This is an optimization exercise on Yosys and OpenROAD, whose aim is small area, not a production implementation. In this exercise RTL edits were held to simulation tests only and were not proved equivalent to the original. No activity file was given, so power comes from the tool's default toggle rates.

red:
## bitlink
module bitlink #(
    parameter CLK_PER_US = 16
) (
    input  wire        clk,
    input  wire        rst_n,
    input  wire        sel,
    input  wire        wr,
    input  wire [6:0]  addr,
    input  wire [2:0]  size,
    input  wire [31:0] wdata,
    output wire [31:0] rdata,
    output reg         ready,
    output reg         err,
    output wire        sclk_o,
    output wire        sdio_o,
    output wire        sdio_oe,
    input  wire        sdio_i,
    output wire        ncs_o,
    output wire        nrst_o
);
For scale: ~820 flip-flops, roughly 86 I/O pins.
Settings: LEC_CHECK=0, CAP_MARGIN=20, CORE_MARGIN=2, CORE_UTILIZATION=40, GPL_ROUTABILITY_DRIVEN=0, SLEW_MARGIN=20; clock period 12.0 ns.
standard.sh (not shown) runs the stock make flow with config.mk's settings and CLKGATE_MAP_FILE= SYNTH_SCRIPT=/design/flow/synth_recipe.tcl, a recipe that flattens the netlist after the stock synthesis.
==> flow/flow/run.sh <==
#!/bin/bash
# Layout flow: the standard layout (standard.sh: the standard synthesis,
# floorplan, placement, CTS, routing and finish, unchanged), except that the
# ports are buffered with buf_2 cells and the clock tree is built from
# clkbuf_8 clusters of up to 14 registers within 80 um and without dummy
# loads. standard.sh's full output goes to standard.log here; ORFS's own
# per-step logs are under orfs/logs/.
set -euo pipefail
cd "$(dirname "$0")/.."
export BUFFER_PORTS_ARGS="-buffer_cell sky130_fd_sc_hd__buf_2"
export CTS_ARGS="-sink_clustering_enable -repair_clock_nets -dont_use_dummy_load -sink_clustering_size 14 -sink_clustering_max_diameter 80 -buf_list sky130_fd_sc_hd__clkbuf_8"
bash standard.sh > standard.log 2>&1
No stage failed in red, and the final checks on the layout all came back clean.
The inputs of blue differ from those of red as listed below.
==> flow/config.mk <==
export PLATFORM = sky130hd
export DESIGN_NAME = bitlink
export DESIGN_NICKNAME = bitlink
export VERILOG_FILES = /design/flow/design.v
export SDC_FILE = /design/flow/constraint.sdc
export NUM_CORES = 4
export LEC_CHECK = 0
export CAP_MARGIN = 0
export CORE_MARGIN = 2
export CORE_UTILIZATION = 40
export SLEW_MARGIN = 0
blue: all stages complete, timing, DRC and antenna checks passed. Note that the peak supply drop recorded for red amounts to 0.913 times the value seen in blue. Between red and blue, the difference in cell count is negligible. As far as total power is concerned, red and blue perform about the same. Reported net switching power on blue is behind red. Multi-input logic area across red and blue: no real change. [blue vs red] total length of routed wires: higher in blue. blue: via count is 509 lower than what red reported. Comparing red and blue, the higher post-layout minimum cycle time is on blue. STATUS reg-to-reg setup timing slack: blue loses against red. In the metrics for red and blue, the one carrying the higher clock group share of total power is blue.
Relative to blue, the following input files were edited for green:
==> flow/run.sh (new file) <==
#!/bin/bash
# synth_recipe.tcl (not shown) runs the flow's synth.tcl, then flattens the netlist and writes it again
# the make line also repeats each setting of config.mk as NAME=value (left out here)
make -C /OpenROAD-flow-scripts/flow DESIGN_CONFIG=/design/flow/config.mk WORK_HOME=/design/flow/orfs CLKGATE_MAP_FILE= SYNTH_SCRIPT=/design/flow/synth_recipe.tcl finish
-- flow/config.mk --
<<< blue, line 6
export NUM_CORES = 4
export LEC_CHECK = 0
export CAP_MARGIN = 0
export CORE_MARGIN = 2
export CORE_UTILIZATION = 40
export SLEW_MARGIN = 0
>>> green, line 6
export NUM_CORES = 4
export LEC_CHECK = 0
export CAP_MARGIN = 20
export CORE_MARGIN = 2
export CORE_UTILIZATION = 40
export CTS_BUF_LIST = sky130_fd_sc_hd__clkbuf_8
export CTS_CLUSTER_DIAMETER = 80
export CTS_CLUSTER_SIZE = 14
export SLEW_MARGIN = 20
removed: flow/flow/run.sh
removed: flow/standard.sh
--- outcome ---
On clock skew, green does better than blue. Final non-filler cell area ends up higher on green. Higher combinational power goes to green over blue. In the tables for green and blue, post-layout worst setup margin reads lower with green. Number of violations reported at the end of detailed-routing iteration 0 (green vs. blue) increases by a little under 10%. NOTE total length of routed met2 wires blue->green decreased by a few percent. green reports a higher count of nets after finishing than blue does. [diff] global-route wire length before repair, green relative to blue: improvement. When green is set beside blue, its sequential share of cell area turns out to be 0.87 points smaller.
The inputs of orange differ from those of green as listed below.
==> flow/flow/run.sh (new file) <==
#!/bin/bash
# Layout flow: the standard layout (standard.sh, unchanged synthesis,
# floorplan, placement, routing), with the clock tree built from
# clkbuf_16 clusters of up to 20 registers and without dummy loads.
set -euo pipefail
cd "$(dirname "$0")/.."
export CTS_ARGS="-sink_clustering_enable -repair_clock_nets -dont_use_dummy_load -sink_clustering_size 20 -sink_clustering_max_diameter 100 -buf_list sky130_fd_sc_hd__clkbuf_16"
bash standard.sh > standard.log 2>&1
==> flow/standard.sh (new file) <==
#!/bin/bash
# synth_recipe.tcl (not shown) runs the flow's synth.tcl, then flattens the netlist and writes it again
# the make line also repeats each setting of config.mk as NAME=value (left out here)
make -C /OpenROAD-flow-scripts/flow DESIGN_CONFIG=/design/flow/config.mk WORK_HOME=/design/flow/orfs CLKGATE_MAP_FILE= SYNTH_SCRIPT=/design/flow/synth_recipe.tcl "${@:-finish}"
-- flow/config.mk --
<<< green, line 9
export CORE_MARGIN = 2
export CORE_UTILIZATION = 40
export CTS_BUF_LIST = sky130_fd_sc_hd__clkbuf_8
export CTS_CLUSTER_DIAMETER = 80
export CTS_CLUSTER_SIZE = 14
export SLEW_MARGIN = 20
>>> orange, line 9
export CORE_MARGIN = 2
export CORE_UTILIZATION = 40
export SLEW_MARGIN = 20
removed: flow/run.sh
==> comparison <==
- On post-route minimum period, the lower figure sits with green, not orange.
- The fmax on green is in line with that on orange.
- Worst setup slack: orange worse than green
- orange against green: number of vias in the routed layout now smaller; proportion of layout cells with a drive suffix above 1 now smaller; switching fraction of total power now smaller.
- Diff orange..green | area of all placed cells without fillers | negligible
- Between orange and green, the difference in overall power consumption is negligible.
- Largest vdd supply drop delta for orange relative to green: 0.016 mV higher
- Going from green to orange, the number of diodes was found to have gone down by 3.

-- static timing again, ports no longer ideal --
In the flow no input, the clock included, has a driving cell. The finished layouts below were timed again as built, in two steps. Step 1 (the two cells are an assumption about what drives the block):
set clk [get_ports {clk}]
set_driving_cell -lib_cell sky130_fd_sc_hd__clkbuf_16 $clk
set_driving_cell -lib_cell sky130_fd_sc_hd__buf_2 [delete_from_list [all_inputs] $clk]
Step 2 times the ports against the registers' clock, not the clock port: input delays grow and output delays shrink by t, the midpoint of the rising clock arrivals with the driver on. Three values: ideal, step 1, step 2; two values: the first two.
run | t (ns) | setup WS [ns] | worst setup path at the end
red | 0.810 | 1.024 / 1.024 / 1.024 | register to register
blue | 0.813 | 0.963 / 0.963 / 0.963 | register to register
green | 0.848 | 0.872 / 0.872 / 0.663 | input to register
orange | 0.723 | 0.867 / 0.867 / 0.720 | input to register
After both steps every run listed still meets setup and hold. For green, which loses most, drivers alone change the setup slack by 0.000 ns; drivers and shift together by -0.209 ns.
